This is an optimization exercise on Yosys and OpenROAD, whose aim is small area, a short achievable clock period and few clock cycles, not a production implementation.
Function was checked by simulation only, so behaviour that the tests miss may differ from the original.
Power is estimated from default activity; no workload was simulated.

===== design.v =====
module tcam_ib8 (
    input              clk,
    input              rst,             
    input              req_valid,
    output             req_ready,
    input      [2:0]   req_op,
    input      [2:0]   req_addr,
    input      [143:0] req_data,        
    input      [143:0] req_mask,        
    input      [31:0]  req_ad,          
    output reg         resp_valid,
    output reg         resp_hit,
    output reg [2:0]   resp_index,
    output reg [31:0]  resp_ad,
    output reg [143:0] resp_data,
    output reg [143:0] resp_mask,
    output reg         resp_entry_valid
);
    localparam OP_WRITE      = 3'd0;
    localparam OP_WRITE_KEEP = 3'd1;
    localparam OP_READ       = 3'd2;
    localparam OP_SET_VALID  = 3'd3;
    localparam OP_CLR_VALID  = 3'd4;
    localparam OP_LOOKUP     = 3'd5;
    localparam OP_GMR_WRITE  = 3'd6;
    localparam OP_FLUSH      = 3'd7;
    localparam N = 8;
    reg [143:0] ent_data [0:N-1];
    reg [143:0] ent_mask [0:N-1];
    reg [31:0]  ent_ad   [0:N-1];
    reg [N-1:0] ent_valid;
    reg [143:0] gmr;
    assign req_ready = 1'b1;
    wire fire = req_valid && !rst;
    wire [143:0] key = req_data & gmr;
    reg  [N-1:0] match;
    integer i;
    always @* begin
        for (i = 0; i < N; i = i + 1)
            match[i] = ent_valid[i] && (((key ^ ent_data[i]) & ~ent_mask[i]) == 144'd0);
    end
    reg        hit;
    reg [2:0]  hit_index;
    integer j;
    always @* begin
        hit = 1'b0;
        hit_index = 3'd0;
        for (j = N - 1; j >= 0; j = j - 1)
            if (match[j]) begin
                hit = 1'b1;
                hit_index = j[2:0];
            end
    end
    always @(posedge clk) begin
        if (rst) begin
            ent_valid <= {N{1'b0}};
            gmr       <= {144{1'b1}};
        end else if (fire) begin
            case (req_op)
                OP_WRITE:      ent_valid[req_addr] <= 1'b1;
                OP_SET_VALID:  ent_valid[req_addr] <= 1'b1;
                OP_CLR_VALID:  ent_valid[req_addr] <= 1'b0;
                OP_GMR_WRITE:  gmr <= req_data;
                OP_FLUSH:      ent_valid <= {N{1'b0}};
                default: ;
            endcase
        end
    end
    always @(posedge clk) begin
        if (fire && (req_op == OP_WRITE || req_op == OP_WRITE_KEEP)) begin
            ent_data[req_addr] <= req_data;
            ent_mask[req_addr] <= req_mask;
            ent_ad[req_addr]   <= req_ad;
        end
    end
    always @(posedge clk) begin
        if (rst)
            resp_valid <= 1'b0;
        else
            resp_valid <= req_valid;
    end
    always @(posedge clk) begin
        if (fire) begin
            if (req_op == OP_LOOKUP) begin
                resp_hit   <= hit;
                resp_index <= hit_index;
                resp_ad    <= hit ? ent_ad[hit_index] : 32'd0;
            end else begin
                resp_hit   <= 1'b0;
                resp_index <= req_addr;
                resp_ad    <= ent_ad[req_addr];
            end
            resp_data        <= ent_data[req_addr];
            resp_mask        <= ent_mask[req_addr];
            resp_entry_valid <= ent_valid[req_addr];
        end
    end
endmodule

===== run.sh =====
#!/bin/bash
# synth_recipe.tcl (not shown) runs the flow's synth.tcl, then flattens the netlist and writes it again
# the make line also repeats each setting of config.mk as NAME=value (left out here)
make -C /OpenROAD-flow-scripts/flow DESIGN_CONFIG=/design/flow/config.mk WORK_HOME=/design/flow/orfs CLKGATE_MAP_FILE= SYNTH_SCRIPT=/design/flow/synth_recipe.tcl finish

===== config.mk =====
export PLATFORM = sky130hd
export DESIGN_NAME = tcam_ib8
export DESIGN_NICKNAME = tcam_ib8
export VERILOG_FILES = /design/flow/design.v
export SDC_FILE = /design/flow/constraint.sdc
export NUM_CORES = 4
export LEC_CHECK = 0
export CAP_MARGIN = 20
export CORE_MARGIN = 2
export CORE_UTILIZATION = 35
export PLACE_DENSITY = 0.45
export SLEW_MARGIN = 20

===== constraint.sdc =====
create_clock -name core_clock -period 10.0 [get_ports {clk}]
set_input_delay 2.0000 -clock core_clock [delete_from_list [all_inputs] [get_ports {clk}]]
set_output_delay 2.0000 -clock core_clock [all_outputs]
set_load 0.01 [all_outputs]

==> results.py <==
metrics = {
    "timing": {
        "hold_ws_ps": 472,
        "drv_slew": 0,
        "skew_ps": 80.1,
        "rsz0062_at_grt": "false",
        "setup_viol_count_final": 0,
        "hold_viol": 0,
        "period_share_pct": 71.4,
        "finalSetupTns_ps": 0,
        "layout_min_cycle_time_ps": 7140,
        "tightest_slew_ps": 1390,
        "fmax_mhz": 140,
        "relSlewSlack_pct": 7.20,
    },
    "critical_path": {
        "worstSetupPathType": "input port to register",
        "cp-end-kind": "register",
        "max_stage_delay_ps": 1000,
        "path_delay_family": "simple AND/OR/NAND/NOR gates",
        "rr_endpoint": "resp_ad[8]",
        "crit_buf_inv": 3,
        "slowest_stage": "o21bai_2",
        "critPathRequiredTime_ps": 10720,
        "crit_end": "resp_ad[8]",
        "critPathLaunch": "req_data[113]",
        "startpoint_type": "input port",
        "cp_num_cells": 14,
        "crit_path_cell_trace": "clkdlybuf4s50_1, a21boi_0, o21bai_2, o2111ai_1, or4_1, or4_1, or4_4, nand2b_4, o211ai_4, buf_12, buf_12, mux2_2, o21ai_0, a2bb2oi_2",
        "cp_max_fo": 25,
        "arrival_ps": 7860,
        "reg2reg_depth": 13,
        "r2r_start": "gmr[113]",
        "ff2ff_setup_slack_ps": 4270,
    },
    "floorplanning": {
        "die_h_um": 623,
        "start_util_pct": 35.1,
        "die_w_um": 623,
        "rows": 227,
        "core_area_mm2": 0.382,
        "io_pins": 656,
        "dieArea_mm2": 0.388,
    },
    "layout": {
        "drive_gt1_share_pct": 15.6,
        "syn2layout_area_growth_pct": 20.9,
        "fin_nets": 10800,
        "fillerInstances": 34900,
        "instances_no_fill": 16000,
        "final_area_mm2": 0.162,
    },
    "synthesis": {
        "synth_top_cell_by_area": "edfxtp_1",
        "synth_top_area_share_pct": 64.6,
        "synth.ff_latch_count": 3038,
        "synth_area_leaders": "edfxtp_1, a22oi_1, nand3b_1",
        "synthTopCellsByCount": "edfxtp_1, a22oi_1, nand3b_1",
        "ys.flop_type": "edfxtp_1",
        "synthDistinctLibCells": 83,
        "yosysMostFrequentCell": "edfxtp_1",
        "ys_async_sr_fraction_pct": 0,
        "yosysSeqAreaShare_pct": 66.9,
        "synth_edf_count": 2885,
        "syn_avg_cell_area_um2": 14.0,
        "syn-num-nets": 9913,
        "yosysWarnings": 1,
        "netlist_area_mm2": 0.134,
        "synthCells": 9577,
    },
    "clock_network": {
        "cts.htree.levels": 5,
        "ctsHoldBuffers": 0,
        "numCtsBuffers": 351,
        "cts_buffer_depth": 4,
        "clock_latency_ps": 1030,
        "clk_pin_slew_ps": 60,
        "cts_setup_buffers": 0,
        "cts_tree": "yes",
        "clkSinkCount": 3038,
        "cts-root-buf": "clkbuf_16",
        "ctsResizeCount": 0,
    },
    "routing": {
        "drc": 0,
        "routed-via-count": 102000,
        "antenna_left": 0,
        "wl_mm": 822,
        "drtIter0Drc": 15800,
        "drt-pass1-iter-count": 6,
        "wl_per_cell_um": 51.5,
        "viasPerCell": 6.43,
    },
    "pwr": {
        "p_total_uw": 30300,
        "power_density_mw_per_mm2": 187,
        "p_leak_uw": 0.0532,
        "vdd_drop_max_uv": 196,
    },
    "global_routing": {
        "antenna_found_initial": 195,
        "grt_overflow": 0,
        "grt_max_degree": 117,
        "grt_first_pass_wirelength_mm": 1040,
        "grt_pass1_vias": 94100,
        "grtUsageTotal_pct": 41.2,
    },
    "worst_hold_path": {
        "min_from": "gmr[89]",
        "hp-class": "register to register",
    },
    "placed_design": {
        "routabilityCongestion": 1.11,
        "dp_hpwl_mm": 624,
        "placed_cells": 15100,
        "port_buffers": 654,
        "place_area_mm2": 0.150,
    },
    "status": {
        "status": "timing/DRC/antenna clean",
    },
    "flow_run": {
        "max_cap_viol_count": 0,
    },
}
## worst reg2reg max path, stage by stage (launching register included)
cell	delay [ps]
dfxtp_1	540
a21boi_0	180
o21bai_2	1000
o2111ai_1	330
or4_1	800
or4_1	590
or4_4	650
nand2b_4	200
o211ai_4	100
buf_12	200
buf_12	260
mux2_2	360
o21ai_0	220
a2bb2oi_2	80
## per-layer routing
layer	part of all wire (%)	track usage, %
met4	8.0	28.1
met5	0.050	0
met1	39	52.3
met3	9.9	11.1
met2	43	61.3
## power breakdown
| part | internal [uW] | switching, uW | total, uW |
|---|---|---|---|
| sequential | 14100 | 114 | 14200 |
| clock | 7860 | 5640 | 13500 |
| combinational | 692 | 1880 | 2570 |
## kinds of logic (layout without fill, tap and decap cells)
| kind of cell | after synthesis | count (layout) | synth area share, % |
|---|---|---|---|
| AO/OA/AOI/OAI | 2747 | 2747 | 15.5 |
| XOR/XNOR | 492 | 492 | 3.21 |
| adder cells (fa/ha/maj) | 7 | 7 | 0.0653 |
| buffers and inverters | 653 | 1828 | 1.93 |
| flip-flops | 3038 | 3038 | 66.9 |
| multiplexers | 289 | 289 | 2.19 |
| other | 1 | 161 | 0.00280 |
| AND/OR/NAND/NOR | 2350 | 2350 | 10.2 |
## cell usage in the layout (no fill, tap or decap), types with 31 or more instances in the layout
cell type,netlist,final
o22ai_1,130,125
a22oi_1,1286,1286
a2111oi_0,67,34
a21oi_1,439,335
nor2_1,362,351
mux2i_1,254,211
clkinv_2,0,56
buf_12,0,54
nor2b_1,197,196
clkbuf_16,0,358
xnor2_1,95,95
nand3b_1,545,545
clkinv_1,2,58
o21ai_0,65,63
nand2_1,465,464
dfxtp_1,153,153
a21oi_2,0,94
clkbuf_1,479,86
mux2_2,35,35
xor2_1,397,382
diode_2,0,160
buf_4,6,356
a21bo_2,399,399
edfxtp_1,2885,2885
o21bai_1,74,60
a41oi_1,31,31
nand4_1,366,366
o2111ai_1,76,73
bufinv_16,0,42
and3b_1,79,79
mux2i_2,0,40
clkdlybuf4s50_1,0,653
a21boi_0,69,69
nor4_1,168,165
inv_1,96,96
## flip-flops by register name (all words and copies together) (netlist names), 8 cells and up
name,cells
ent_mask,1152
resp_ad,32
resp_mask,144
ent_ad,256
ent_valid,8
ent_data,1152
gmr,144
resp_data,144
## cell type report
type / instances / area, um^2 / share of cell area [%]
timing repair buffer: 1076 / 10500 / 6.45
inverter: 98 / 368 / 0.227
sequential: 3038 / 89700 / 55.3
multi-input combinational: 5886 / 43100 / 26.6
clock buffer: 467 / 9600 / 5.92
tap: 5038 / 6300 / 3.89
antenna: 160 / 400 / 0.247
clock inverter: 187 / 2200 / 1.36
## worst min-delay path by stage
stage	end	slack, ps	depth (start not counted)
detailed placement	gmr[89]	460	2
global route	gmr[102]	500	2
finish	gmr[89]	470	2
CTS	gmr[89]	470	2
floorplan	gmr[101]	440	2
global placement	gmr[89]	450	2
## stage by stage
stage / utilization, % / worst slack [ps]
floorplan: - / -1670
detailed placement: 39.2 / 2020
global route: 42.4 / 2880
global placement: 39.1 / 1810
CTS: 42.3 / 3060
finish: 42.4 / 2860
Testbench counts, summed over its fixed seeds: cycles 16,008.

## what the ideal ports hide
No port has a modelled driver above. Below, the same layout with a new extraction and two added sets of constraints. Step 1 (the two cells are an assumption about what drives the block):
set clk [get_ports {clk}]
set_driving_cell -lib_cell sky130_fd_sc_hd__clkbuf_16 $clk
set_driving_cell -lib_cell sky130_fd_sc_hd__buf_2 [delete_from_list [all_inputs] $clk]
Step 2 also shifts input and output timing later by t, the mid clock arrival at the registers, as if the neighbouring blocks saw the same clock. a / b / c = ideal ports / drivers / drivers and shift; a / b = the first two.
t, ns: 1.119
setup WS [ns]: 2.862 / 2.872 / 1.753
worst setup path after step 2: input to register
After both steps this run still meets setup and hold. The setup slack of this run moves by +0.010 ns with the drivers and by -1.109 ns with both steps.
